Background: an optimization exercise with open tools, aiming at small area, a short achievable clock period and few clock cycles per item. Do not read the settings as production practice. RTL that was checked went through simulation tests only; none was proved equivalent to the original. The RTL of runs 1 and 2 was laid out without a check of its function. Power figures rest on the tool's default switching activity, not on a simulated workload.

`flow/run.sh`:
```
#!/bin/bash
# synth_recipe.tcl (not shown) runs the flow's synth.tcl, then flattens the netlist and writes it again
# the make line also repeats each setting of config.mk as NAME=value (left out here)
make -C /OpenROAD-flow-scripts/flow DESIGN_CONFIG=/design/flow/config.mk WORK_HOME=/design/flow/orfs CLKGATE_MAP_FILE= SYNTH_SCRIPT=/design/flow/synth_recipe.tcl finish
```
`flow/constraint.sdc`:
```
create_clock -name core_clock -period 6.0 [get_ports {clk}]
set_input_delay 1.2000 -clock core_clock [delete_from_list [all_inputs] [get_ports {clk}]]
set_output_delay 1.2000 -clock core_clock [all_outputs]
set_load 0.01 [all_outputs]
```
`flow/design.v`:
```
module rle_enc (
    input  wire        clk,
    input  wire        rst,
    input  wire        in_valid,
    output wire        in_ready,
    input  wire [31:0] in_data,    
    input  wire [2:0]  in_bytes,   
    input  wire        in_last,    
    output reg         out_valid,
    input  wire        out_ready,
    output reg  [15:0] out_desc,
    output reg         out_last
);
    reg        s_valid;
    reg        s_free;      
    reg [31:0] s_data;
    reg [2:0]  s_bytes;
    reg        s_last;
    reg [31:0] b_data;
    reg [3:0]  v;
    reg [3:0]  sol;
    reg [3:0]  ev;
    reg        b_last;
    reg        run_act;
    reg        run_bit;
    reg [10:0] run_len;
    reg        near;        
    reg        at_cap;      
    assign in_ready = s_free;
    wire in_fire  = in_valid && !s_valid;
    wire out_free = !out_valid || out_ready;
    function [8:0] inc9;
        input [8:0] x;
        integer k;
        begin
            inc9[0] = ~x[0];
            for (k = 1; k < 9; k = k + 1)
                inc9[k] = x[k] ^ (&(x | ~((9'd1 << k) - 9'd1)));
        end
    endfunction
    wire [31:0] n_data  = s_valid ? s_data  : in_data;
    wire [2:0]  n_bytes = s_valid ? s_bytes : in_bytes;
    wire        n_last  = s_valid ? s_last  : in_last;
    wire [3:0]  n_v     = (n_bytes == 3'd1) ? 4'b0001 :
                          (n_bytes == 3'd2) ? 4'b0011 :
                          (n_bytes == 3'd3) ? 4'b0111 : 4'b1111;
    wire [3:0]  n_sol, n_bt, n_ev;
    genvar g;
    generate
        for (g = 0; g < 4; g = g + 1) begin : cls
            wire [7:0] b = n_data[31 - 8 * g -: 8];
            assign n_sol[g] = (b == 8'h00) || (b == 8'hFF);
            assign n_bt[g]  = b[7];
        end
        for (g = 0; g < 3; g = g + 1) begin : brk
            wire same = n_sol[g + 1] && (n_bt[g + 1] == n_bt[g]);
            assign n_ev[g] = !n_sol[g] || (n_v[g + 1] ? !same : n_last);
        end
    endgenerate
    assign n_ev[3] = !n_sol[3] || n_last;
    wire [3:0] bt = {b_data[7], b_data[15], b_data[23], b_data[31]};
    wire [3:0] first = v & ~{v[2:0], 1'b0};
    wire [3:0] lastv = v & ~{1'b0, v[3:1]};
    wire       busy  = |v;
    wire       p_sol = |(first & sol);
    wire       p_bit = |(first & bt);
    wire       p_ev  = |(first & ev);
    wire       p_rl  = b_last && |(first & lastv);
    wire [7:0] p_byte = ({8{first[0]}} & b_data[31:24]) | ({8{first[1]}} & b_data[23:16]) |
                        ({8{first[2]}} & b_data[15:8])  | ({8{first[3]}} & b_data[7:0]);
    wire       cont  = run_act && p_sol && (p_bit == run_bit) && !at_cap;
    wire       oc    = run_act && !cont;           
    wire       slow  = cont && near;               
    wire [3:0] evv   = ev & v;
    wire [3:0] f1    = evv & ~{evv[2:0], 1'b0} & ~{evv[1:0], 2'b0} & ~{evv[0], 3'b0};
    wire [3:0] ev2   = evv & ~f1;
    wire [3:0] f2    = ev2 & ~{ev2[2:0], 1'b0} & ~{ev2[1:0], 2'b0} & ~{ev2[0], 3'b0};
    wire       has1  = |evv;
    wire       has2  = |ev2;
    wire [3:0] le1   = {~|f1[2:0], ~|f1[1:0], ~f1[0], 1'b1};
    wire [3:0] stop  = oc ? f1 : f2;
    wire [3:0] ge_st = {|stop, |stop[2:0], |stop[1:0], stop[0]};
    wire [3:0] cm    = v & le1;
    wire       pc4   = &cm;
    wire       pc3   = (cm == 4'b0111) || (cm == 4'b1110);
    wire       pc2   = (cm == 4'b0011) || (cm == 4'b0110) || (cm == 4'b1100);
    wire       pc1   = !pc4 && !pc3 && !pc2;
    wire [1:0] rl    = run_len[1:0];
    wire [1:0] lo    = pc4 ? rl : pc3 ? rl + 2'd3 : pc2 ? rl + 2'd2 : rl + 2'd1;
    wire       cy    = pc4 || (pc3 && rl != 2'd0) || (pc2 && rl[1]) || (pc1 && rl == 2'd3);
    wire [8:0] up    = run_len[10:2];
    wire [8:0] up1   = inc9(up);
    wire [10:0] sum_act = {cy ? up1 : up, lo};
    wire [10:0] sum_new = {8'd0, pc4, pc2 | pc3, pc1 | pc3};
    wire [10:0] sum  = run_act ? sum_act : sum_new;
    wire [10:0] len_p1 = {(&rl) ? up1 : up, rl + 2'd1};    
    wire       quiet = slow ? !(p_ev || rl == 2'd2) : (!oc && !has1);
    wire       go    = busy && (quiet || out_free);
    wire [3:0] v_nxt = slow ? (v & ~first) : (v & ge_st);
    wire       b_free = !busy || (go && v_nxt == 4'b0000);
    wire [3:0] absb  = v & ~ge_st & (oc ? 4'b1111 : ~le1);
    wire [3:0] afirst = absb & ~{absb[2:0], 1'b0};
    wire       a4    = &absb;
    wire       a3    = (absb == 4'b0111) || (absb == 4'b1110);
    wire       a2    = (absb == 4'b0011) || (absb == 4'b0110) || (absb == 4'b1100);
    wire       a1    = (absb == 4'b0001) || (absb == 4'b0010) || (absb == 4'b0100) || (absb == 4'b1000);
    wire [2:0] apc   = {a4, a2 | a3, a1 | a3};
    wire       e_raw = !oc && !p_sol;   
    wire       e_last = b_last && !oc && |(f1 & lastv);
    wire       r_bit = run_act ? run_bit : p_bit;
    wire       near_q = slow || (run_act && (cy ? (up == 9'h1FE) : (&up)));
    always @(posedge clk) begin
        if (rst) begin
            s_valid   <= 1'b0;
            s_free    <= 1'b1;
            v         <= 4'b0000;
            run_act   <= 1'b0;
            out_valid <= 1'b0;
        end else begin
            if (out_valid && out_ready)
                out_valid <= 1'b0;
            if (go) begin
                v <= v_nxt;
                if (quiet) begin
                    run_act <= 1'b1;
                    run_bit <= r_bit;
                    run_len <= slow ? len_p1 : sum;
                    near    <= near_q;
                    at_cap  <= !slow && near_q && (&lo);
                end else begin
                    out_valid <= 1'b1;
                    if (slow) begin
                        out_last <= p_rl;
                        out_desc <= {1'b1, run_bit, 3'b000, len_p1};
                        run_act  <= 1'b0;
                    end else begin
                        out_last <= e_last;
                        if (e_raw)
                            out_desc <= {8'h00, p_byte};
                        else
                            out_desc <= {1'b1, r_bit, 3'b000, oc ? run_len : sum};
                        run_act  <= |absb;
                    end
                    run_bit <= |(afirst & bt);
                    run_len <= {8'd0, apc};
                    near    <= 1'b0;
                    at_cap  <= 1'b0;
                end
            end
            if (b_free) begin
                if (s_valid || in_fire) begin
                    b_data  <= n_data;
                    v       <= n_v;
                    sol     <= n_sol;
                    ev      <= n_ev;
                    b_last  <= n_last;
                end
                s_valid <= 1'b0;
                s_free  <= 1'b1;
            end else if (in_fire) begin
                s_valid <= 1'b1;
                s_free  <= 1'b0;
            end
            if (!s_valid) begin
                s_data  <= in_data;
                s_bytes <= in_bytes;
                s_last  <= in_last;
            end
        end
    end
endmodule
module rle_dec (
    input  wire        clk,
    input  wire        rst,
    input  wire        in_valid,
    output wire        in_ready,
    input  wire [15:0] in_desc,
    input  wire        in_last,    
    output reg         out_valid,
    input  wire        out_ready,
    output reg  [31:0] out_data,   
    output reg  [2:0]  out_bytes,  
    output reg         out_last
);
    reg        s_valid;
    reg        s_free;      
    reg        s_rle;
    reg        s_bit;
    reg [10:0] s_len;       
    reg        s_last;
    reg        s_prod;      
    reg        d_valid;
    reg        d_rle;
    reg        d_bit;
    reg [10:0] d_rem;
    reg        d_last;
    reg [1:0]  cnt;
    reg        full;
    function [8:0] dec9;
        input [8:0] x;
        integer k;
        begin
            dec9[0] = ~x[0];
            for (k = 1; k < 9; k = k + 1)
                dec9[k] = x[k] ^ ~(|(x & ((9'd1 << k) - 9'd1)));
        end
    endfunction
    assign in_ready = s_free;
    wire in_fire = in_valid && !s_valid;
    wire stall   = out_valid && !out_ready;
    wire in_prod = !in_desc[15] || (in_desc[10:0] != 11'd0);
    wire       d_prod = d_valid && (!d_rle || d_rem != 11'd0);
    wire       d_short  = d_rem[10:3] == 8'd0;
    wire [2:0] r      = d_rem[2:0];
    wire       lt1    = (cnt == 2'd0) && (r == 3'd0);
    wire       lt2    = (cnt == 2'd0) ? (r <= 3'd1) : (cnt == 2'd1) ? (r == 3'd0) : 1'b0;
    wire       lt3    = (cnt == 2'd0) ? (r <= 3'd2) : (cnt == 2'd1) ? (r <= 3'd1) :
                        (cnt == 2'd2) ? (r == 3'd0) : 1'b0;
    wire       le4    = (cnt == 2'd0) ? (r <= 3'd4) : (cnt == 2'd1) ? (r <= 3'd3) :
                        (cnt == 2'd2) ? (r <= 3'd2) : (r <= 3'd1);
    wire       eq4    = (cnt == 2'd0) ? (r == 3'd4) : (cnt == 2'd1) ? (r == 3'd3) :
                        (cnt == 2'd2) ? (r == 3'd2) : (r == 3'd1);
    wire       fits   = d_short && le4;
    wire [3:0] ge_c   = {1'b1, cnt != 2'd3, !cnt[1], cnt == 2'd0};
    wire [3:0] at_c   = {cnt == 2'd3, cnt == 2'd2, cnt == 2'd1, cnt == 2'd0};
    wire [3:0] wr     = (full || !d_valid) ? 4'b0000 :
                        !d_rle ? at_c :
                        fits ? (ge_c & {eq4, !lt3, !lt2, !lt1}) : ge_c;
    wire       n4     = d_valid && !full && (d_rle ? (!fits || eq4) : cnt == 2'd3);
    wire [2:0] n_run  = eq4 ? 3'd4 : (!lt3 && !lt2 && !lt1) ? 3'd3 : (!lt2 && !lt1) ? 3'd2 :
                        !lt1 ? 3'd1 : 3'd0;
    wire [2:0] n      = full ? 3'd4 : !d_valid ? {1'b0, cnt} :
                        !d_rle ? {1'b0, cnt} + 3'd1 :
                        fits ? n_run : 3'd4;
    wire       d_done = d_valid && (full ? !d_prod : (!d_rle || fits));
    wire [2:0] lo     = {1'b0, d_rem[1:0]} + {1'b0, cnt};
    wire [8:0] hi_m1  = dec9(d_rem[10:2]);
    wire [10:0] rem_n = {lo[2] ? d_rem[10:2] : hi_m1, lo[1:0]};
    wire [7:0] d_byte = d_rle ? {8{d_bit}} : d_rem[7:0];
    wire       next_prod = s_valid ? s_prod : (in_fire && in_prod);
    wire       emit_last = d_done && d_last;
    wire       emit_full = full ? d_prod : (n4 && (!d_done || next_prod));
    wire       emit      = emit_last || emit_full;
    wire       d_free    = !d_valid || d_done;
    always @(posedge clk) begin
        if (rst) begin
            s_valid   <= 1'b0;
            s_free    <= 1'b1;
            d_valid   <= 1'b0;
            cnt       <= 2'd0;
            full      <= 1'b0;
            out_valid <= 1'b0;
        end else if (!stall) begin
            out_valid <= emit;
            if (emit) begin
                out_bytes <= n;
                out_last  <= emit_last;
                cnt       <= 2'd0;
                full      <= 1'b0;
            end else begin
                cnt       <= n[1:0];
                full      <= n[2];
            end
            if (wr[0]) out_data[31:24] <= d_byte;
            if (wr[1]) out_data[23:16] <= d_byte;
            if (wr[2]) out_data[15:8]  <= d_byte;
            if (wr[3]) out_data[7:0]   <= d_byte;
            if (d_rle && !full && !fits)
                d_rem <= rem_n;
            if (d_free) begin
                if (s_valid) begin
                    d_valid <= 1'b1;
                    d_rle   <= s_rle;
                    d_bit   <= s_bit;
                    d_rem   <= s_len;
                    d_last  <= s_last;
                    s_valid <= 1'b0;
                    s_free  <= 1'b1;
                end else begin
                    d_valid <= in_fire;
                    d_rle   <= in_desc[15];
                    d_bit   <= in_desc[14];
                    d_rem   <= in_desc[10:0];
                    d_last  <= in_last;
                end
            end else if (in_fire) begin
                s_valid <= 1'b1;
                s_free  <= 1'b0;
            end
        end else if (in_fire) begin
            s_valid <= 1'b1;
            s_free  <= 1'b0;
        end
        if (!s_valid) begin
            s_rle  <= in_desc[15];
            s_bit  <= in_desc[14];
            s_len  <= in_desc[10:0];
            s_last <= in_last;
            s_prod <= in_prod;
        end
    end
endmodule
module rle_codec (
    input  wire        clk,
    input  wire        rst,
    input  wire        enc_in_valid,
    output wire        enc_in_ready,
    input  wire [31:0] enc_in_data,
    input  wire [2:0]  enc_in_bytes,
    input  wire        enc_in_last,
    output wire        enc_out_valid,
    input  wire        enc_out_ready,
    output wire [15:0] enc_out_desc,
    output wire        enc_out_last,
    input  wire        dec_in_valid,
    output wire        dec_in_ready,
    input  wire [15:0] dec_in_desc,
    input  wire        dec_in_last,
    output wire        dec_out_valid,
    input  wire        dec_out_ready,
    output wire [31:0] dec_out_data,
    output wire [2:0]  dec_out_bytes,
    output wire        dec_out_last
);
    rle_enc u_enc (
        .clk(clk), .rst(rst),
        .in_valid(enc_in_valid), .in_ready(enc_in_ready),
        .in_data(enc_in_data), .in_bytes(enc_in_bytes), .in_last(enc_in_last),
        .out_valid(enc_out_valid), .out_ready(enc_out_ready),
        .out_desc(enc_out_desc), .out_last(enc_out_last)
    );
    rle_dec u_dec (
        .clk(clk), .rst(rst),
        .in_valid(dec_in_valid), .in_ready(dec_in_ready),
        .in_desc(dec_in_desc), .in_last(dec_in_last),
        .out_valid(dec_out_valid), .out_ready(dec_out_ready),
        .out_data(dec_out_data), .out_bytes(dec_out_bytes), .out_last(dec_out_last)
    );
endmodule
```
`flow/config.mk`:
```
export PLATFORM = sky130hd
export DESIGN_NAME = rle_codec
export DESIGN_NICKNAME = rle_codec
export VERILOG_FILES = /design/flow/design.v
export SDC_FILE = /design/flow/constraint.sdc
export NUM_CORES = 4
export LEC_CHECK = 0
export CAP_MARGIN = 20
export CORE_MARGIN = 2
export CORE_UTILIZATION = 40
export SLEW_MARGIN = 20
```
==> results by group, run 1 <==
Outcome
  – Run status: finished clean

Die
  – Std cell rows: 56
  – Total Die Area: between 20000 and 30000 um2
  – Die X-Extent: around 160 um
  – Overall die height: 159 um
  – Count of pins on the block boundary: 116
  – Core region area: 23500 um2
  – Starting density of the core: 0.408

GRT
  – M2 GR Usage: 0.285
  – Most heavily used metal layer in global routing: met2
  – Antenna violations before repair: 0
  – Met1 Track Usage GR: 0.277
  – First-pass GRT wire length: between 30000 and 40000 um
  – Met3 Usage GRT: 0.0316
  – GRT Total Usage: 0.187
  – Sum of overflow across all layers after global routing: 0
  – Number of global-route vias before repair: roughly 6700
  – Maximum number of pins on one net before global-route repair: 42

Timing
  – Total negative slack: 0 ps
  – Relative max-transition margin: 0.299
  – Period Utilization, post-route: 0.757
  – Maximum achievable frequency: roughly 220 MHz
  – Final slew viol count: 0
  – Transition at the pin with the smallest max-transition slack: 1050 ps
  – Setup violation total in the final timing report: 0
  – Clock Skew: roughly 14 ps
  – Final hold vios: 0
  – Final Critical Period: 4540 ps
  – RSZ-0062 raised after global routing: no

Final layout
  – Synth-to-Final Area Change: 20.3%
  – Number of fillers in the final layout: 2194
  – Proportion of layout cells with a drive suffix above 1: 0.0932
  – Final core occ: 0.490
  – Sequential standard cell area: between 5000 and 6000 um2
  – Area taken by multi-input logic gates: around 3900 um2
  – Final antenna diode count: 0
  – Net total in the final layout: between 1000 and 1500

CTS
  – Later-pin clock latency in the skew report: ~430 ps
  – Post-cts gate resize count: 0
  – Clock sink total: ~190
  – Clock root buffer: clkbuf_16
  – Number of CTS-inserted buffers: 17
  – H-tree depth reported by CTS: 4
  – Count of buffers added by post-CTS timing repair for setup: 0
  – Clock tree from TritonCTS: built
  – Clk slew on worst S/H paths: around 70 ps
  – Max Root-Sink Buffers: 2
  – CTS hold repair buffers: 0

Worst setup path
  – Slowest CP cell: dfxtp_1
  – Worst EP arrival: 4600 ps
  – Slack of the worst reg-to-reg path: 1460 ps
  – Most Frequent Cell on Critical Path: a211o_1
  – Critical Path, Cell by Cell: nor2b_1, a2111oi_4, mux2i_1, nor2_1, a211o_1, nand4_2, a211o_1, inv_1, buf_4
  – Maximum net fanout on the critical path: 41
  – CP Launch Type: flip-flop
  – Nature of the critical path endpoint: flip-flop
  – Worst setup path class: reg2reg
  – Startpoint of the worst register-to-register path: u_enc.v[2]$_SDFF_PP0_
  – Crit path required time: about 6100 ps
  – Worst setup startpoint: u_enc.v[2]$_SDFF_PP0_
  – Peak per-stage delay on the critical path: 780 ps

Detailed routing
  – Final ANT Viol Nets: 0
  – Average via count per standard cell: 5.53
  – DR pass1 iterations: 5
  – DRC marker count from the first detailed-route iteration: between 600 and 700
  – Detailed-route wire length per cell: 18.3 um
  – Overall routed net length: approximately 24000 um
  – Number of vias in the routed layout: 7101
  – Number of design rule violations left after detail routing: 0

Synthesis
  – Cell types occupying the most area after synthesis: edfxtp_1, dfxtp_1, mux2i_1
  – Adder and majority cell fraction of the synthesized area: 0.0240
  – Number of synthesized flops with an enable pin: 156
  – Synthesized-area fraction occupied by and/or/nand/nor cells: 0.127
  – Number of unique standard cell types used by synthesis: 88
  – Synth Register Bits: 185
  – Dominant cell type by area after synthesis: edfxtp_1
  – Complex-gate fraction of the synthesized area: 0.160
  – Proportion of netlist area held by the largest area contributor: 0.488
  – XOR/XNOR Fraction of Synth Area: 0.0173
  – Mux cell area share after synthesis: 0.0759
  – Syn Area/Cell: 11.1 um2
  – Netlist area before placement: 9600 um2
  – Synth async-reset ratio: 0
  – Largest family of logic cells by synthesized area: compound AO/OA/AOI/OAI gates
  – Dominant register cell in the synthesized netlist: edfxtp_1
  – Gate count after technology mapping: 862
  – Synth Warn #: 2
  – Post-synthesis sequential area ratio: 0.549

Hold path
  – Hold WC Path Type: reg2reg
  – Hold_sp: u_dec.s_len[7]$_DFF_P_

Power and ir drop
  – VDD IR max: 235 uV
  – Power Dens Cells: 435 nW/um2
  – Leakage power total: about 0.004 uW

Flow run
  – Max Cap Viol: 0

Placed design
  – Final weighted congestion in routability-driven placement: 0.887
  – Port buffer count: 109
  – HPWL after DPL: 17000 um
[layout by cell type, fill, tap and decap left out, types with 6 or more instances in the layout]
cell / count
nor4_1: 13
nand2_1: 66
nand2b_1: 10
a21oi_1: 42
inv_8: 6
or3_1: 6
buf_4: 10
xnor2_1: 10
mux2i_1: 42
o211ai_1: 9
o31ai_1: 7
o21ai_1: 14
dfxtp_1: 28
o21ai_0: 37
nor2b_1: 8
nand4_1: 12
a22o_1: 6
mux2_2: 25
a31oi_1: 10
nor2_1: 53
a22oi_1: 13
inv_1: 63
clkbuf_16: 17
edfxtp_1: 156
o22ai_1: 9
and3_1: 11
xor2_1: 9
clkdlybuf4s50_1: 109
nor3_1: 13
ha_1: 16
nand3_1: 16
[kinds of logic (layout without fill, tap and decap cells)]
family | count (synthesis) | after routing
xor gates and xnor gates | 19 | 19
and+or+nand+nor | 240 | 240
other | 1 | 3
AOI/OAI and AO/OA | 217 | 217
adders and majority gates | 18 | 18
muxes | 69 | 69
buffers and inverters | 113 | 215
DFF | 185 | 185
[path summary, 6_finish.rpt]
kind | end | depth (start not counted)
max | u_enc.b_data[6]$_DFFE_PP_ | 9
min | u_dec.s_len[7]$_DFF_P_ | 1
max reg2reg | u_enc.b_data[6]$_DFFE_PP_ | 9
min reg2reg | u_dec.s_len[7]$_DFF_P_ | 1
[Yosys cell counts (all sizes together), types with 7 or more instances]
library cell,count
o22ai,10
edfxtp,156
o21ai,51
o211ai,10
a31o,7
and3,11
nand2b,10
o31ai,8
clkbuf,39
xnor2,10
nor2b,8
dfxtp,29
a22oi,13
a21oi,44
nor3,14
ha,16
nand3,16
mux2i,42
inv,63
xor2,9
nand2,68
mux2,27
nor2,55
nor4,13
a31oi,10
nand4,13
buf,10
[routing by layer]
metal,part of all wire,up-vias
met2,0.45,228
met4,0.014,0
met5,0,-
li1,-,3430
met1,0.48,3421
met3,0.054,22
[final cells by class]
class | count | share of cell area
sequential | 185 | 0.456
multi-input combinational | 566 | 0.337
timing repair buffer | 119 | 0.101
clock buffer | 17 | 0.0368
tap | 319 | 0.0346
inverter | 64 | 0.0208
clock inverter | 15 | 0.0137
[state kept, by name (all words and copies together) (netlist names), 2 cells and up]
name	count
u_enc.s_bytes	3
u_enc.v	4
u_enc.b_data	32
u_dec.out_data	32
u_enc.s_data	32
u_dec.s_len	11
u_dec.cnt	2
u_enc.run_len	11
u_enc.ev	4
u_dec.out_bytes	3
u_enc.out_desc	13
u_enc.sol	4
u_dec.d_rem	11
[stage by stage]
stage	instance area [um2]	cells	hold slack, ps	setup slack [ps]	power [uW]
6_report	11500	1285	476	1460	5020
4_1_cts	11500	1285	479	1540	5040
3_5_place_dp	11000	1253	461	1550	3940
5_1_grt	11500	1285	493	1200	5320
3_3_place_gp	11000	1253	453	1570	3920
2_1_floorplan	9610	864	445	2300	3300
[critical path, delay by kind of cell (launching register included)]
family / cells / cell delay (ps)
flip-flops: 1 / 780
AO/OA/AOI/OAI: 3 / 1320
multiplexers: 1 / 290
AND/OR/NAND/NOR: 3 / 1270
buffers and inverters: 2 / 510
[power by group]
| group | total, uW | switching [uW] | internal [uW] | leakage [uW] |
|---|---|---|---|---|
| Sequential | 2020 | 242 | 1780 | 0.00170 |
| Clock | 1090 | 536 | 557 | 0.000281 |
| Combinational | 1910 | 1190 | 721 | 0.00203 |
==> run 2, diff against run 1 <==
--- a/flow/config.mk
+++ b/flow/config.mk
@@ -9,3 +9,4 @@
 export CORE_MARGIN = 2
 export CORE_UTILIZATION = 40
+export SETUP_SLACK_MARGIN = 3.5
 export SLEW_MARGIN = 20
==> run 2 against run 1 <==
- worst hold slack better by 6.7 ps
- clock power up 7%
- critical path depth grew 1
- utilization rose by 6.8 points
- wire length increased by 15%
- cell count increased by 7.7%
- design area is 14% higher
- critical endpoint is now u_enc.ev[3]$_DFFE_PP_
==> results by group, run 2 <==
Outcome
  – Run status: finished clean (unchanged)

Detailed routing
  – Overall routed net length: 27200 um (was 23600 um)
  – Final ANT Viol Nets: 0 (unchanged)
  – Sum of met2 wire segment lengths after detailed routing: 12700 um (was 10700 um)
  – DRC marker count from the first detailed-route iteration: 664 (unchanged)
  – Number of vias in the routed layout: 7814 (was 7101)
  – Detailed-route wire length per cell: 19.6 um (was 18.3 um)
  – Average via count per standard cell: 5.65 (was 5.53)
  – Top layer in use: met4 (unchanged)
  – Number of design rule violations left after detail routing: 0 (unchanged)
  – Total met3 wirelength after detailed routing: 1950 um (was 1270 um)
  – DR pass1 iterations: 5 (unchanged)
  – Length of routed wiring on met1: 12100 um (was 11300 um)

CTS
  – Clock tree from TritonCTS: built (unchanged)
  – Clock root buffer: clkbuf_16 (unchanged)
  – Clk slew on worst S/H paths: 80 ps (was 70 ps)
  – H-tree depth reported by CTS: 4 (unchanged)
  – Later-pin clock latency in the skew report: 450 ps (was 430 ps)
  – Number of CTS-inserted buffers: 17 (unchanged)
  – CTS hold repair buffers: 0 (unchanged)
  – Max Root-Sink Buffers: 2 (unchanged)
  – Clock sink total: 185 (unchanged)

GRT
  – Maximum number of pins on one net before global-route repair: 41 (was 42)
  – Number of global-route vias before repair: 7408 (was 6709)
  – Sum of overflow across all layers after global routing: 0 (unchanged)
  – First-pass GRT wire length: 41500 um (was 37500 um)
  – GRT Total Usage: 0.207 (was 0.187)
  – Antenna violations before repair: 0 (unchanged)

Hold path
  – Hold WC Path Type: reg2reg (unchanged)
  – Hold Path Depth: 1 (unchanged)

Power and ir drop
  – Leakage power total: 0.00485 uW (was 0.00401 uW)
  – Power Dens Cells: 450 nW/um2 (was 435 nW/um2)
  – Part of the total power dissipated in the clock network: 0.198 (was 0.217)
  – Share of total power consumed by net switching: 0.401 (was 0.391)
  – Sequential Power Share: 0.338 (was 0.402)
  – Sw Pwr: 2370 uW (was 1970 uW)
  – Internal Pwr Total: 3540 uW (was 3060 uW)
  – Proportion of power drawn by combinational gates: 0.464 (was 0.380)
  – VDD IR max: 277 uV (was 235 uV)

Synthesis
  – Post-synthesis sequential area ratio: 0.549 (unchanged)
  – Proportion of netlist area held by the largest area contributor: 0.488 (unchanged)
  – Dominant cell type by area after synthesis: edfxtp_1 (unchanged)
  – Netlist area before placement: 9600 um2 (unchanged)
  – Cell types occupying the most area after synthesis: edfxtp_1, dfxtp_1, mux2i_1 (unchanged)
  – Synth Register Bits: 185 (unchanged)
  – Most frequent cells after synthesis: edfxtp_1, nand2_1, inv_1, nor2_1 (unchanged)
  – Number of synthesized flops with an enable pin: 156 (unchanged)
  – Synth async-reset ratio: 0 (unchanged)
  – Number of unique standard cell types used by synthesis: 88 (unchanged)
  – Synth Warn #: 2 (unchanged)
  – Syn Area/Cell: 11.1 um2 (unchanged)
  – Library cell with the highest instance count after synthesis: edfxtp_1 (unchanged)
  – Dominant register cell in the synthesized netlist: edfxtp_1 (unchanged)
  – Gate count after technology mapping: 862 (unchanged)

Worst setup path
  – Slowest CP cell: a222oi_1 (was dfxtp_1)
  – Critical Path, Cell by Cell: a222oi_1, buf_4, nand2_4, a21oi_2, o21ai_2, a2111oi_4, nand4_2, a211o_4, buf_4, clkinvlp_4 (was nor2b_1, a2111oi_4, mux2i_1, nor2_1, a211o_1, nand4_2, a211o_1, inv_1, buf_4)
  – CP Launch Type: flip-flop (unchanged)
  – Maximum net fanout on the critical path: 8 (was 41)
  – Peak per-stage delay on the critical path: 490 ps (was 780 ps)
  – Buffers plus inverters on the worst setup path: 3 (was 2)
  – Cell class contributing the biggest share of worst-path delay: compound AO/OA/AOI/OAI gates (unchanged)
  – Worst path depth: 10 (was 9)
  – Worst EP arrival: 3220 ps (was 4600 ps)
  – Most Frequent Cell on Critical Path: buf_4 (was a211o_1)
  – Worst setup path class: reg2reg (unchanged)
  – Nature of the critical path endpoint: flip-flop (unchanged)
  – Crit path required time: 6150 ps (was 6060 ps)
  – Number of cell instances on the worst register-to-register path: 10 (was 9)

Timing
  – Relative max-transition margin: 0.413 (was 0.299)
  – Final Critical Period: 3060 ps (was 4540 ps)
  – Final slew viol count: 0 (unchanged)
  – Total negative slack: 0 ps (unchanged)
  – Clock Skew: 24.6 ps (was 14.4 ps)
  – RSZ-0062 raised after global routing: yes (was no)
  – Maximum achievable frequency: 326 MHz (was 220 MHz)
  – Final hold vios: 0 (unchanged)
  – Period Utilization, post-route: 0.511 (was 0.757)
  – Least setup slack across all paths after layout: 2940 ps (was 1460 ps)
  – Setup violation total in the final timing report: 0 (unchanged)
  – Transition at the pin with the smallest max-transition slack: 880 ps (was 1050 ps)

Final layout
  – Registers with the most flip-flops: u_dec.out_data (32), u_enc.b_data (32), u_enc.s_data (32) (unchanged)
  – Net total in the final layout: 1128 (was 1029)
  – Most common cell after layout, fill and taps aside: edfxtp_1 (unchanged)
  – Final antenna diode count: 0 (unchanged)
  – Highest-count cells in the layout ignoring fill and taps: edfxtp_1, buf_4, dlygate4sd2_1, inv_1, nand2_1 (was edfxtp_1, clkdlybuf4s50_1, nand2_1, inv_1, nor2_1)
  – Proportion of layout cells with a drive suffix above 1: 0.265 (was 0.0932)
  – Area of all placed cells without fillers: 13200 um2 (was 11500 um2)
  – Number of fillers in the final layout: 2007 (was 2194)
  – Synth-to-Final Area Change: 37.0% (was 20.3%)

Die
  – Std cell rows: 56 (unchanged)
  – Total Die Area: 25200 um2 (unchanged)
  – Overall die height: 159 um (unchanged)
  – Starting density of the core: 0.408 (unchanged)
  – Core region area: 23500 um2 (unchanged)
  – Count of pins on the block boundary: 116 (unchanged)
  – Die X-Extent: 159 um (unchanged)

Flow run
  – Max Cap Viol: 0 (unchanged)

Placed design
  – Worst Setup Slack post-DPL: 1810 ps (was 1550 ps)
  – HPWL after DPL: 17200 um (was 17000 um)
  – Port buffer count: 109 (unchanged)
  – Final weighted congestion in routability-driven placement: 0.911 (was 0.887)
  – Dpl cell area: 11100 um2 (was 11000 um2)
==> run 2: area by class of cell <==
type	count	area [um2]	share of cell area
multi-input cells	569	4640	0.353
well taps	319	399	0.0303
flip-flops and latches	185	5290	0.402
inverters	64	248	0.0188
repair inverters	7	50.0	0.00381
clock inverters	15	209	0.0159
clock buffers	17	425	0.0323
repair buffers	208	1900	0.144
==> run 2: per-stage QoR <==
step / total power (uW) / std cells / hold slack (ps) / utilization
2_1_floorplan: 3360 / 864 / 445 / -
3_3_place_gp: 3980 / 1251 / 453 / 0.471
3_5_place_dp: 3990 / 1251 / 461 / 0.471
4_1_cts: 5620 / 1357 / 481 / 0.539
5_1_grt: 6200 / 1384 / 498 / 0.559
6_report: 5920 / 1384 / 483 / 0.559
==> run 2: power by group through the flow <==
stage	combinational, uW	sequential [uW]	clock (uW)
2_1_floorplan	1440	1920	0
3_3_place_gp	1950	2030	0
3_5_place_dp	1950	2030	0
4_1_cts	2430	1990	1200
5_1_grt	2930	2030	1240
6_report	2740	2000	1170
==> run 2: metal layers <==
metal / track usage / vias up
li1: - / 3649
met3: 0.0402 / 54
met5: 0 / -
met2: 0.326 / 337
met1: 0.291 / 3774
met4: 0.0632 / 0
==> run 2: worst paths after layout <==
path / from / end / slack [ps]
worst min-delay path: u_dec.s_len[7]$_DFF_P_ / u_dec.s_len[7]$_DFF_P_ / 480
worst max-delay path: u_enc.ev[0]$_DFFE_PP_ / u_enc.ev[3]$_DFFE_PP_ / 2940
worst max register to register: u_enc.ev[0]$_DFFE_PP_ / u_enc.ev[3]$_DFFE_PP_ / 2940
worst min register to register: u_dec.s_len[7]$_DFF_P_ / u_dec.s_len[7]$_DFF_P_ / 480
==> run 2: worst register-to-register path: cells and delay by family, from the launching register on <==
kind	cells	cell delay, ps
buffers and inverters	3	520
flip-flops	1	480
AND/OR/NAND/NOR	2	300
AO/OA/AOI/OAI	5	1470
==> run 2: cell families after synthesis <==
| logic type | count (synthesis) | synth area share |
|---|---|---|
| flip-flops | 185 | 0.549 |
| other | 1 | 0.000391 |
| adder cells (fa/ha/maj) | 18 | 0.0240 |
| AO/OA/AOI/OAI | 217 | 0.160 |
| buffers and inverters | 113 | 0.0472 |
| XOR/XNOR | 19 | 0.0173 |
| multiplexers | 69 | 0.0759 |
| AND/OR/NAND/NOR | 240 | 0.127 |
==> run 2: what timing repair did <==
item | 4_1_cts | 5_1_grt
pin swaps | 35 | 33
resized for setup | 164 | 63
setup buffers | 64 | 25
cloned | 10 | 2
setup endpoints to repair | 263 | 168
==> run 3, diff against run 2 <==
--- a/flow/design.v
+++ b/flow/design.v
@@ -25,6 +25,6 @@
     reg        run_bit;
     reg [10:0] run_len;
-    reg        near;        
     reg        at_cap;      
+    reg [3:0]  cap;         
     assign in_ready = s_free;
     wire in_fire  = in_valid && !s_valid;
@@ -39,4 +39,8 @@
         end
     endfunction
+    function [3:0] first_of;
+        input [3:0] m;
+        first_of = m & ~{m[2:0], 1'b0} & ~{m[1:0], 2'b0} & ~{m[0], 3'b0};
+    endfunction
     wire [31:0] n_data  = s_valid ? s_data  : in_data;
     wire [2:0]  n_bytes = s_valid ? s_bytes : in_bytes;
@@ -59,5 +63,5 @@
     endgenerate
     assign n_ev[3] = !n_sol[3] || n_last;
-    wire [3:0] bt = {b_data[7], b_data[15], b_data[23], b_data[31]};
+    wire [3:0] bt    = {b_data[7], b_data[15], b_data[23], b_data[31]};
     wire [3:0] first = v & ~{v[2:0], 1'b0};
     wire [3:0] lastv = v & ~{1'b0, v[3:1]};
@@ -65,49 +69,46 @@
     wire       p_sol = |(first & sol);
     wire       p_bit = |(first & bt);
-    wire       p_ev  = |(first & ev);
-    wire       p_rl  = b_last && |(first & lastv);
     wire [7:0] p_byte = ({8{first[0]}} & b_data[31:24]) | ({8{first[1]}} & b_data[23:16]) |
                         ({8{first[2]}} & b_data[15:8])  | ({8{first[3]}} & b_data[7:0]);
-    wire       cont  = run_act && p_sol && (p_bit == run_bit) && !at_cap;
-    wire       oc    = run_act && !cont;           
-    wire       slow  = cont && near;               
-    wire [3:0] evv   = ev & v;
-    wire [3:0] f1    = evv & ~{evv[2:0], 1'b0} & ~{evv[1:0], 2'b0} & ~{evv[0], 3'b0};
-    wire [3:0] ev2   = evv & ~f1;
-    wire [3:0] f2    = ev2 & ~{ev2[2:0], 1'b0} & ~{ev2[1:0], 2'b0} & ~{ev2[0], 3'b0};
-    wire       has1  = |evv;
+    wire       oc    = v[0] && run_act && (at_cap || !sol[0] || (bt[0] != run_bit));
+    wire [3:0] evr   = ev & v;
+    wire [3:0] evc   = (ev | cap) & v;
+    wire [3:0] f1c   = first_of(evc);
+    wire [3:0] f1r   = first_of(evr);
+    wire [3:0] le1   = {~|f1c[2:0], ~|f1c[1:0], ~f1c[0], 1'b1};    
+    wire [3:0] ev2   = evr & ~le1;
+    wire [3:0] f2r   = first_of(ev2);
+    wire       has1c = |evc;
+    wire       has1r = |evr;
     wire       has2  = |ev2;
-    wire [3:0] le1   = {~|f1[2:0], ~|f1[1:0], ~f1[0], 1'b1};
-    wire [3:0] stop  = oc ? f1 : f2;
+    wire [3:0] stop  = oc ? f1r : f2r;
     wire [3:0] ge_st = {|stop, |stop[2:0], |stop[1:0], stop[0]};
-    wire [3:0] cm    = v & le1;
-    wire       pc4   = &cm;
-    wire       pc3   = (cm == 4'b0111) || (cm == 4'b1110);
-    wire       pc2   = (cm == 4'b0011) || (cm == 4'b0110) || (cm == 4'b1100);
-    wire       pc1   = !pc4 && !pc3 && !pc2;
+    wire       quiet = !oc && !has1c;    
+    wire       go    = busy && (quiet || out_free);
+    wire [3:0] v_nxt = quiet ? 4'b0000 : (v & ge_st);
+    wire       b_free = !busy || (oc ? (out_free && !has1r) : (!has1c || (out_free && !has2)));
     wire [1:0] rl    = run_len[1:0];
-    wire [1:0] lo    = pc4 ? rl : pc3 ? rl + 2'd3 : pc2 ? rl + 2'd2 : rl + 2'd1;
-    wire       cy    = pc4 || (pc3 && rl != 2'd0) || (pc2 && rl[1]) || (pc1 && rl == 2'd3);
     wire [8:0] up    = run_len[10:2];
     wire [8:0] up1   = inc9(up);
-    wire [10:0] sum_act = {cy ? up1 : up, lo};
-    wire [10:0] sum_new = {8'd0, pc4, pc2 | pc3, pc1 | pc3};
-    wire [10:0] sum  = run_act ? sum_act : sum_new;
-    wire [10:0] len_p1 = {(&rl) ? up1 : up, rl + 2'd1};    
-    wire       quiet = slow ? !(p_ev || rl == 2'd2) : (!oc && !has1);
-    wire       go    = busy && (quiet || out_free);
-    wire [3:0] v_nxt = slow ? (v & ~first) : (v & ge_st);
-    wire       b_free = !busy || (go && v_nxt == 4'b0000);
+    wire [10:0] sum0 = {(rl == 2'd3) ? up1 : up, rl + 2'd1};
+    wire [10:0] sum1 = {rl[1]        ? up1 : up, rl + 2'd2};
+    wire [10:0] sum2 = {(rl != 2'd0) ? up1 : up, rl + 2'd3};
+    wire [10:0] sum3 = {up1, rl};
+    wire [3:0] sel   = quiet ? lastv : f1c;
+    wire [10:0] sum  = ({11{sel[0]}} & sum0) | ({11{sel[1]}} & sum1) |
+                       ({11{sel[2]}} & sum2) | ({11{sel[3]}} & sum3);
+    wire [1:0] lo_q  = rl + {lastv[3] | lastv[2], lastv[3] | lastv[1]} + 2'd1;
+    wire       cy_q  = lastv[3] || (lastv[2] && rl != 2'd0) || (lastv[1] && rl[1]) ||
+                       (lastv[0] && rl == 2'd3);
+    wire       near_q = cy_q ? (up == 9'h1FE) : (&up);    
+    wire [3:0] afirst = oc ? first : {f1c[2:0], 1'b0};
     wire [3:0] absb  = v & ~ge_st & (oc ? 4'b1111 : ~le1);
-    wire [3:0] afirst = absb & ~{absb[2:0], 1'b0};
-    wire       a4    = &absb;
-    wire       a3    = (absb == 4'b0111) || (absb == 4'b1110);
-    wire       a2    = (absb == 4'b0011) || (absb == 4'b0110) || (absb == 4'b1100);
-    wire       a1    = (absb == 4'b0001) || (absb == 4'b0010) || (absb == 4'b0100) || (absb == 4'b1000);
-    wire [2:0] apc   = {a4, a2 | a3, a1 | a3};
+    wire       has_st = |stop;
+    wire [2:0] a_idx = oc ? 3'd0 : {1'b0, f1c[3] | f1c[2], f1c[3] | f1c[1]} + 3'd1;
+    wire [2:0] b_cnt = {1'b0, lastv[3] | lastv[2], lastv[3] | lastv[1]} + 3'd1;
+    wire [10:0] len_a = has_st ? (11'd0 - {8'd0, a_idx}) : {8'd0, b_cnt - a_idx};
     wire       e_raw = !oc && !p_sol;   
-    wire       e_last = b_last && !oc && |(f1 & lastv);
+    wire       e_last = b_last && !oc && |(f1c & lastv);
     wire       r_bit = run_act ? run_bit : p_bit;
-    wire       near_q = slow || (run_act && (cy ? (up == 9'h1FE) : (&up)));
     always @(posedge clk) begin
         if (rst) begin
@@ -116,4 +117,7 @@
             v         <= 4'b0000;
             run_act   <= 1'b0;
+            run_len   <= 11'd0;
+            at_cap    <= 1'b0;
+            cap       <= 4'b0000;
             out_valid <= 1'b0;
         end else begin
@@ -125,35 +129,28 @@
                     run_act <= 1'b1;
                     run_bit <= r_bit;
-                    run_len <= slow ? len_p1 : sum;
-                    near    <= near_q;
-                    at_cap  <= !slow && near_q && (&lo);
+                    run_len <= sum;
+                    at_cap  <= near_q && lo_q == 2'd3;
+                    cap     <= {1'b0, near_q && lo_q == 2'd0, near_q && lo_q == 2'd1,
+                                near_q && lo_q == 2'd2};
                 end else begin
                     out_valid <= 1'b1;
-                    if (slow) begin
-                        out_last <= p_rl;
-                        out_desc <= {1'b1, run_bit, 3'b000, len_p1};
-                        run_act  <= 1'b0;
-                    end else begin
-                        out_last <= e_last;
-                        if (e_raw)
-                            out_desc <= {8'h00, p_byte};
-                        else
-                            out_desc <= {1'b1, r_bit, 3'b000, oc ? run_len : sum};
-                        run_act  <= |absb;
-                    end
+                    out_last  <= e_last;
+                    if (e_raw)
+                        out_desc <= {8'h00, p_byte};
+                    else
+                        out_desc <= {1'b1, r_bit, 3'b000, oc ? run_len : sum};
+                    run_act <= |absb;
                     run_bit <= |(afirst & bt);
-                    run_len <= {8'd0, apc};
-                    near    <= 1'b0;
+                    run_len <= len_a;
                     at_cap  <= 1'b0;
+                    cap     <= 4'b0000;
                 end
             end
             if (b_free) begin
-                if (s_valid || in_fire) begin
-                    b_data  <= n_data;
-                    v       <= n_v;
-                    sol     <= n_sol;
-                    ev      <= n_ev;
-                    b_last  <= n_last;
-                end
+                b_data  <= n_data;
+                v       <= (s_valid || in_fire) ? n_v : 4'b0000;
+                sol     <= n_sol;
+                ev      <= n_ev;
+                b_last  <= n_last;
                 s_valid <= 1'b0;
                 s_free  <= 1'b1;
--- a/flow/config.mk
+++ b/flow/config.mk
@@ -9,4 +9,4 @@
 export CORE_MARGIN = 2
 export CORE_UTILIZATION = 40
-export SETUP_SLACK_MARGIN = 3.5
+export SETUP_SLACK_MARGIN = 3.8
 export SLEW_MARGIN = 20
==> run 3 against run 2 <==
- flip-flop and latch count up 2
- combinational power is 42% lower
- largest cell class unchanged
- critical endpoint is now u_enc.run_len[2]$_SDFFE_PP0P_
- still clean
- wire length grew 0.29%
- highest routed layer unchanged
- clock power fell by 3%
- clock skew fell by 8.4 ps
==> results by group, run 3 <==
Outcome
  – Run status: finished clean (unchanged)

Synthesis
  – Synth async-reset ratio: 0 (unchanged)
  – Library cell with the highest instance count after synthesis: edfxtp_1 (unchanged)
  – Number of unique standard cell types used by synthesis: 93 (was 88)
  – Netlist area before placement: 9200 um2 (was 9600 um2)
  – Gate count after technology mapping: 774 (was 862)
  – Syn Area/Cell: 11.9 um2 (was 11.1 um2)
  – Synth Warn #: 2 (unchanged)
  – Synth Register Bits: 187 (was 185)
  – Cell types occupying the most area after synthesis: edfxtp_1, dfxtp_1, mux2_2 (was edfxtp_1, dfxtp_1, mux2i_1)
  – Post-synthesis sequential area ratio: 0.563 (was 0.549)
  – Proportion of netlist area held by the largest area contributor: 0.467 (was 0.488)
  – Number of synthesized flops with an enable pin: 143 (was 156)
  – Dominant cell type by area after synthesis: edfxtp_1 (unchanged)
  – Dominant register cell in the synthesized netlist: edfxtp_1 (unchanged)
  – Most frequent cells after synthesis: edfxtp_1, nor2_1, dfxtp_1, a21oi_1 (was edfxtp_1, nand2_1, inv_1, nor2_1)

Timing
  – Transition at the pin with the smallest max-transition slack: 768 ps (was 880 ps)
  – Period Utilization, post-route: 0.422 (was 0.511)
  – Clock Skew: 16.1 ps (was 24.6 ps)
  – Final hold vios: 0 (unchanged)
  – Total negative slack: 0 ps (unchanged)
  – Relative max-transition margin: 0.487 (was 0.413)
  – Maximum achievable frequency: 395 MHz (was 326 MHz)
  – Setup violation total in the final timing report: 0 (unchanged)
  – Final slew viol count: 0 (unchanged)
  – RSZ-0062 raised after global routing: yes (unchanged)
  – Final Critical Period: 2530 ps (was 3060 ps)

Worst setup path
  – Peak per-stage delay on the critical path: 560 ps (was 490 ps)
  – Crit path required time: 6350 ps (was 6150 ps)
  – Worst EP arrival: 2880 ps (was 3220 ps)
  – Maximum net fanout on the critical path: 10 (was 8)
  – CP Launch Type: flip-flop (unchanged)
  – Critical Path, Cell by Cell: nand2_4, a21oi_4, ha_4, and2_4, ha_4, inv_2, ha_4, xnor2_2, a21o_1, a21oi_2, o32ai_1 (was a222oi_1, buf_4, nand2_4, a21oi_2, o21ai_2, a2111oi_4, nand4_2, a211o_4, buf_4, clkinvlp_4)
  – Slowest CP cell: edfxtp_1 (was a222oi_1)
  – Most Frequent Cell on Critical Path: ha_4 (was buf_4)
  – Nature of the critical path endpoint: flip-flop (unchanged)
  – Worst setup path class: reg2reg (unchanged)

Detailed routing
  – Final ANT Viol Nets: 0 (unchanged)
  – Number of vias in the routed layout: 7489 (was 7814)
  – Average via count per standard cell: 5.64 (was 5.65)
  – Overall routed net length: 27300 um (was 27200 um)
  – DR pass1 iterations: 5 (unchanged)
  – Detailed-route wire length per cell: 20.5 um (was 19.6 um)
  – Number of design rule violations left after detail routing: 0 (unchanged)
  – DRC marker count from the first detailed-route iteration: 686 (was 664)

Die
  – Core region area: 22600 um2 (was 23500 um2)
  – Die X-Extent: 156 um (was 159 um)
  – Overall die height: 156 um (was 159 um)
  – Total Die Area: 24200 um2 (was 25200 um2)
  – Count of pins on the block boundary: 116 (unchanged)
  – Starting density of the core: 0.407 (was 0.408)
  – Std cell rows: 55 (was 56)

Flow run
  – Max Cap Viol: 0 (unchanged)

Power and ir drop
  – Sequential Power Share: 0.386 (was 0.338)
  – Part of the total power dissipated in the clock network: 0.254 (was 0.198)
  – Internal Pwr Total: 2930 uW (was 3540 uW)
  – Sw Pwr: 1520 uW (was 2370 uW)
  – Proportion of power drawn by combinational gates: 0.359 (was 0.464)
  – VDD IR max: 197 uV (was 277 uV)
  – Leakage power total: 0.00512 uW (was 0.00485 uW)
  – Power Dens Cells: 330 nW/um2 (was 450 nW/um2)
  – Share of total power consumed by net switching: 0.342 (was 0.401)

GRT
  – Number of global-route vias before repair: 7257 (was 7408)
  – Sum of overflow across all layers after global routing: 0 (unchanged)
  – GRT Total Usage: 0.217 (was 0.207)
  – First-pass GRT wire length: 40600 um (was 41500 um)
  – Maximum number of pins on one net before global-route repair: 40 (was 41)
  – Antenna violations before repair: 0 (unchanged)

CTS
  – Max Root-Sink Buffers: 2 (unchanged)
  – CTS hold repair buffers: 0 (unchanged)
  – Number of CTS-inserted buffers: 17 (unchanged)
  – Clk slew on worst S/H paths: 80 ps (about the same)
  – Clock sink total: 187 (was 185)
  – Clock root buffer: clkbuf_16 (unchanged)
  – H-tree depth reported by CTS: 4 (unchanged)
  – Clock tree from TritonCTS: built (unchanged)
  – Later-pin clock latency in the skew report: 440 ps (was 450 ps)

Placed design
  – HPWL after DPL: 15500 um (was 17200 um)
  – DP Cell Count: 1139 (was 1251)
  – Port buffer count: 109 (unchanged)
  – Dpl cell area: 10800 um2 (was 11100 um2)
  – Final weighted congestion in routability-driven placement: 0.842 (was 0.911)

Final layout
  – Synth-to-Final Area Change: 46.7% (was 37.0%)
  – Sequential standard cell area: 5210 um2 (was 5290 um2)
  – Registers with the most flip-flops: u_dec.out_data (32), u_enc.b_data (32), u_enc.s_data (32) (unchanged)
  – Area of all placed cells without fillers: 13500 um2 (was 13200 um2)
  – Final core occ: 0.598 (was 0.559)
  – Final antenna diode count: 0 (unchanged)
  – Highest-count cells in the layout ignoring fill and taps: edfxtp_1, buf_4, buf_2, buf_6, nand2_1 (was edfxtp_1, buf_4, dlygate4sd2_1, inv_1, nand2_1)
  – Net total in the final layout: 1111 (was 1128)
  – Finished Layout Cells: 1329 (was 1384)
  – Proportion of layout cells with a drive suffix above 1: 0.466 (was 0.265)
  – Area taken by multi-input logic gates: 4920 um2 (was 4640 um2)
  – Number of fillers in the final layout: 1735 (was 2007)
  – Most common cell after layout, fill and taps aside: edfxtp_1 (unchanged)

Hold path
  – Hold WC Path Type: reg2reg (unchanged)
## run 3: cells by family (layout without fill, tap and decap cells)
| kind of cell | count (synthesis) | after routing | share of synthesized area |
|---|---|---|---|
| other cells | 1 | 3 | 0.000408 |
| xor+xnor | 12 | 12 | 0.0122 |
| buf+inv | 76 | 336 | 0.0397 |
| mux | 57 | 57 | 0.0675 |
| fa+ha+maj | 21 | 21 | 0.0294 |
| simple gates | 217 | 221 | 0.124 |
| flops | 187 | 187 | 0.563 |
| compound gates | 203 | 207 | 0.164 |
## run 3: final timing paths
path / endpoint / cells past startpoint / slack (ps) / start
min: u_dec.s_len[8]$_DFF_P_ / 1 / 480 / u_dec.s_len[8]$_DFF_P_
max reg2reg: u_enc.run_len[2]$_SDFFE_PP0P_ / 11 / 3470 / u_enc.ev[3]$_DFFE_PP_
max: u_enc.run_len[2]$_SDFFE_PP0P_ / 11 / 3470 / u_enc.ev[3]$_DFFE_PP_
min reg2reg: u_dec.s_len[8]$_DFF_P_ / 1 / 480 / u_dec.s_len[8]$_DFF_P_
## run 3: final cells by class
type                       instances  area share
clock buffer                      17      0.0315
clock inverter                    15      0.0115
inverter                          42      0.0134
multi-input combinational        521       0.365
sequential                       187       0.386
tap                              285      0.0264
timing repair buffer             261       0.166
timing repair inverter             1    0.000649
## run 3: repair_timing
item | 4_1_cts | 5_1_grt
resized for setup | 470 | 86
setup endpoints to repair | 258 | 168
pin swaps | 77 | 57
gates cloned | 9 | 1
setup buffers | 119 | 29
## run 3: through the flow
stage,worst slack (ps),total power [uW],hold WS (ps)
2_1_floorplan,3340,2450,446
3_3_place_gp,2250,2750,453
6_report,3470,4460,480
3_5_place_dp,2250,2760,461
5_1_grt,3430,4640,491
4_1_cts,3510,4260,481
## run 3: power by group through the flow
| stage | logic (uW) | clock network (uW) | registers (uW) |
|---|---|---|---|
| finish | 1600 | 1130 | 1720 |
| global route | 1700 | 1200 | 1740 |
| CTS | 1390 | 1150 | 1710 |
| detailed placement | 1010 | 0 | 1750 |
| global placement | 1000 | 0 | 1750 |
| floorplan | 739 | 0 | 1710 |
## run 3: critical path, delay by kind of cell (launching register included)
kind | cells | cell delay [ps]
compound gates | 4 | 710
fa+ha+maj | 3 | 620
flops | 1 | 560
simple gates | 2 | 350
xor+xnor | 1 | 170
buf+inv | 1 | 40
## run 3: per-layer routing
layer | GRT usage | vias to the layer above | wire [um]
met5 | 0 | - | 0
met3 | 0.0472 | 51 | 1490
li1 | - | 3485 | -
met1 | 0.297 | 3673 | 12300
met2 | 0.339 | 280 | 12800
met4 | 0.0813 | 0 | 709
Testbench counts of run 3, summed over its fixed seeds: cycles 28,096, bytes 104,336.
==> run 4, diff against run 3 <==
--- a/flow/config.mk
+++ b/flow/config.mk
@@ -9,4 +9,4 @@
 export CORE_MARGIN = 2
 export CORE_UTILIZATION = 40
-export SETUP_SLACK_MARGIN = 3.8
+export SETUP_SLACK_MARGIN = 3.5
 export SLEW_MARGIN = 20
==> run 4 against run 3 <==
- die area stayed put
- still clean
- highest routed layer unchanged
- first-iteration DRC count down 23%
- area after synthesis is the same
- power decreased by 7.0%
- largest power group unchanged
- setup slack better by 44 ps
- critical path type unchanged
- count of clock-buffer cells in the layout unchanged
==> results by group, run 4 <==
Synthesis
  – Cell types occupying the most area after synthesis: edfxtp_1, dfxtp_1, mux2_2 (unchanged)
  – Library cell with the highest instance count after synthesis: edfxtp_1 (unchanged)
  – Dominant register cell in the synthesized netlist: edfxtp_1 (unchanged)
  – Netlist area before placement: 9200 um2 (unchanged)
  – Synth async-reset ratio: 0 (unchanged)
  – Most frequent cells after synthesis: edfxtp_1, nor2_1, dfxtp_1, a21oi_1 (unchanged)
  – Post-synthesis sequential area ratio: 0.563 (unchanged)
  – Syn Area/Cell: 11.9 um2 (unchanged)
  – Proportion of netlist area held by the largest area contributor: 0.467 (unchanged)
  – Gate count after technology mapping: 774 (unchanged)
  – Number of synthesized flops with an enable pin: 143 (unchanged)
  – Number of unique standard cell types used by synthesis: 93 (unchanged)
  – Dominant cell type by area after synthesis: edfxtp_1 (unchanged)
  – Synth Warn #: 2 (unchanged)
  – Synth Register Bits: 187 (unchanged)

Timing
  – Maximum achievable frequency: 402 MHz (was 395 MHz)
  – RSZ-0062 raised after global routing: yes (unchanged)
  – Clock Skew: 14.7 ps (was 16.1 ps)
  – Final Critical Period: 2490 ps (was 2530 ps)
  – Relative max-transition margin: 0.468 (was 0.487)
  – Setup violation total in the final timing report: 0 (unchanged)
  – Total negative slack: 0 ps (unchanged)
  – Least setup slack across all paths after layout: 3510 ps (was 3470 ps)
  – Period Utilization, post-route: 0.414 (was 0.422)
  – Transition at the pin with the smallest max-transition slack: 797 ps (was 768 ps)
  – Min Hold Slack: 471 ps (was 480 ps)
  – Final hold vios: 0 (unchanged)
  – Final slew viol count: 0 (unchanged)

Power and ir drop
  – Total Power: 4140 uW (was 4460 uW)
  – VDD IR max: 246 uV (was 197 uV)
  – Power Dens Cells: 336 nW/um2 (was 330 nW/um2)
  – Leakage power total: 0.00461 uW (was 0.00512 uW)

Die
  – Starting density of the core: 0.407 (unchanged)
  – Std cell rows: 55 (unchanged)
  – Overall die height: 156 um (unchanged)
  – Count of pins on the block boundary: 116 (unchanged)
  – Total Die Area: 24200 um2 (unchanged)
  – Die X-Extent: 156 um (unchanged)
  – Core region area: 22600 um2 (unchanged)

CTS
  – Clock tree from TritonCTS: built (unchanged)
  – Max Root-Sink Buffers: 2 (unchanged)
  – Clock root buffer: clkbuf_16 (unchanged)
  – Clk slew on worst S/H paths: 80 ps (about the same)
  – Clock sink total: 187 (unchanged)
  – H-tree depth reported by CTS: 4 (unchanged)
  – Number of CTS-inserted buffers: 17 (unchanged)
  – CTS hold repair buffers: 0 (unchanged)
  – Later-pin clock latency in the skew report: 450 ps (was 440 ps)

Detailed routing
  – Number of design rule violations left after detail routing: 0 (unchanged)
  – Detailed-route wire length per cell: 19.4 um (was 20.5 um)
  – Average via count per standard cell: 5.62 (was 5.64)
  – DRC marker count from the first detailed-route iteration: 529 (was 686)
  – DR pass1 iterations: 7 (was 5)
  – Number of vias in the routed layout: 7055 (was 7489)
  – Overall routed net length: 24300 um (was 27300 um)
  – Final ANT Viol Nets: 0 (unchanged)

Placed design
  – Port buffer count: 109 (unchanged)
  – Worst Setup Slack post-DPL: 2270 ps (was 2250 ps)
  – HPWL after DPL: 15600 um (was 15500 um)
  – Dpl cell area: 10600 um2 (was 10800 um2)
  – Final weighted congestion in routability-driven placement: 0.861 (was 0.842)

Final layout
  – Net total in the final layout: 1036 (was 1111)
  – Synth-to-Final Area Change: 34.0% (was 46.7%)
  – Most common cell after layout, fill and taps aside: edfxtp_1 (unchanged)
  – Area of all placed cells without fillers: 12300 um2 (was 13500 um2)
  – Highest-count cells in the layout ignoring fill and taps: edfxtp_1, buf_4, dlygate4sd2_1, nor2_1 (was edfxtp_1, buf_4, buf_2, buf_6, nand2_1)
  – Registers with the most flip-flops: u_dec.out_data (32), u_enc.b_data (32), u_enc.s_data (32) (unchanged)
  – Proportion of layout cells with a drive suffix above 1: 0.294 (was 0.466)

Worst setup path
  – Startpoint of the worst register-to-register path: u_enc.ev[0]$_DFFE_PP_ (was u_enc.ev[3]$_DFFE_PP_)
  – Crit path required time: 6360 ps (was 6350 ps)
  – CP Launch Type: flip-flop (unchanged)
  – Slack of the worst reg-to-reg path: 3510 ps (was 3470 ps)
  – Worst flop-to-flop path endpoint: u_enc.run_len[2]$_SDFFE_PP0P_ (unchanged)
  – Worst setup path class: reg2reg (unchanged)
  – Maximum net fanout on the critical path: 3 (was 10)
  – Nature of the critical path endpoint: flip-flop (unchanged)
  – Number of cell instances on the worst register-to-register path: 12 (was 11)
  – Worst EP arrival: 2840 ps (was 2880 ps)

GRT
  – Sum of overflow across all layers after global routing: 0 (unchanged)
  – First-pass GRT wire length: 37200 um (was 40600 um)
  – GRT Total Usage: 0.199 (was 0.217)
  – Antenna violations before repair: 1 (was 0)
  – Maximum number of pins on one net before global-route repair: 26 (was 40)
  – Number of global-route vias before repair: 6655 (was 7257)

Hold path
  – Hold_sp: u_dec.s_last$_DFF_P_ (was u_dec.s_len[8]$_DFF_P_)
  – End of the worst hold path: u_dec.s_last$_DFF_P_ (was u_dec.s_len[8]$_DFF_P_)
  – Hold Path Depth: 1 (unchanged)
  – Hold WC Path Type: reg2reg (unchanged)

Flow run
  – Max Cap Viol: 0 (unchanged)

Outcome
  – Run status: finished clean (unchanged)
==> run 4: cell counts after synthesis <==
Identical to the previous run, type by type.
==> run 4: layer usage <==
| metal | GRT usage | share of wire |
|---|---|---|
| met1 | 0.286 | 0.46 |
| met2 | 0.306 | 0.47 |
| met3 | 0.0314 | 0.051 |
| met4 | 0.0721 | 0.021 |
| met5 | 0 | 0 |
==> run 4: area by class of cell <==
type | instances | area [um2]
clock buffer | 17 | 425
sequential | 187 | 5200
timing repair buffer | 189 | 1630
clock inverter | 15 | 214
antenna | 1 | 2.50
fill | 1976 | 10200
inverter | 42 | 170
timing repair inverter | 1 | 8.76
tap | 285 | 357
multi-input combinational | 518 | 4320
==> run 4: metrics by stage <==
step | std cells | utilization
after floorplan | 776 | -
after global placement | 1141 | 0.471
after detailed placement | 1141 | 0.471
after CTS | 1221 | 0.527
after global routing | 1255 | 0.546
final | 1255 | 0.546
==> run 4: worst max-delay path, cell delays in order (launching register included) <==
cell	delay (ps)
edfxtp_1	500
o21ai_4	230
nand2_4	80
a21oi_4	180
ha_4	220
and2_1	130
ha_1	260
inv_1	60
ha_4	160
xnor2_2	180
a21o_1	150
a21oi_2	50
o32ai_1	210
==> run 4: timing repair <==
action,4_1_cts,5_1_grt
hold endpoints to repair,0,0
buffers inserted,43,32
pin swaps,34,39
gates resized for setup,166,70
cloned,5,1
endpoints found under the setup margin,241,114
==> run 4: cell families (layout without fill, tap and decap cells) <==
logic type,after synthesis,in the layout,share of synthesized area
simple gates,217,220,0.124
compound gates,203,205,0.164
flops,187,187,0.563
buf+inv,76,264,0.0397
mux,57,57,0.0675
fa+ha+maj,21,21,0.0294
xor+xnor,12,12,0.0122
other cells,1,4,0.000408
==> run 4: report_power, final <==
part	leakage [uW]	total (uW)	switching, uW	internal (uW)
logic	0.00259	1190	678	514
registers	0.00172	1720	131	1590
clock network	0.000298	1230	527	706
total	0.00461	4140	1340	2810
==> run 4: worst max-delay path by stage <==
stage	start	to	slack, ps	cells past startpoint
after floorplan	enc_in_data[1]	u_enc.ev[2]$_DFFE_PP_	3340	6
after global placement	rst	u_dec.d_rem[10]$_DFFE_PP_	2330	5
after detailed placement	rst	u_dec.out_data[4]$_DFFE_PP_	2270	4
after CTS	u_enc.ev[0]$_DFFE_PP_	u_enc.run_len[2]$_SDFFE_PP0P_	3500	12
after global routing	u_enc.ev[0]$_DFFE_PP_	u_enc.run_len[2]$_SDFFE_PP0P_	3420	12
final	u_enc.ev[0]$_DFFE_PP_	u_enc.run_len[2]$_SDFFE_PP0P_	3510	12

port drivers added, routing unchanged:
Ports are ideal in the flow. The routed layouts listed here were re-timed in OpenROAD.
Step 1, drivers: a clkbuf_16 drives clk and a buf_2 each remaining input, both assumed.
Step 2 times the ports against the registers' clock, not the clock port: input delays grow and output delays shrink by t, the midpoint of the rising clock arrivals with the driver on.
Three values: ideal, step 1, step 2; two values: the first two.
run | t, ns | slack for setup (ns) | worst setup path after step 2 | pins driven straight from the clock port
run 1 | 0.474 | 1.459 / 1.459 / 1.459 | register to register | 1
run 2 | 0.483 | 2.936 / 2.936 / 2.680 | input to register | 1
run 3 | 0.482 | 3.471 / 3.471 / 3.101 | input to register | 1
run 4 | 0.485 | 3.515 / 3.503 / 3.017 | input to register | 1
After both steps setup and hold are still met in every run listed. For run 4, which loses most, drivers alone change the setup slack by -0.012 ns; drivers and shift together by -0.498 ns.
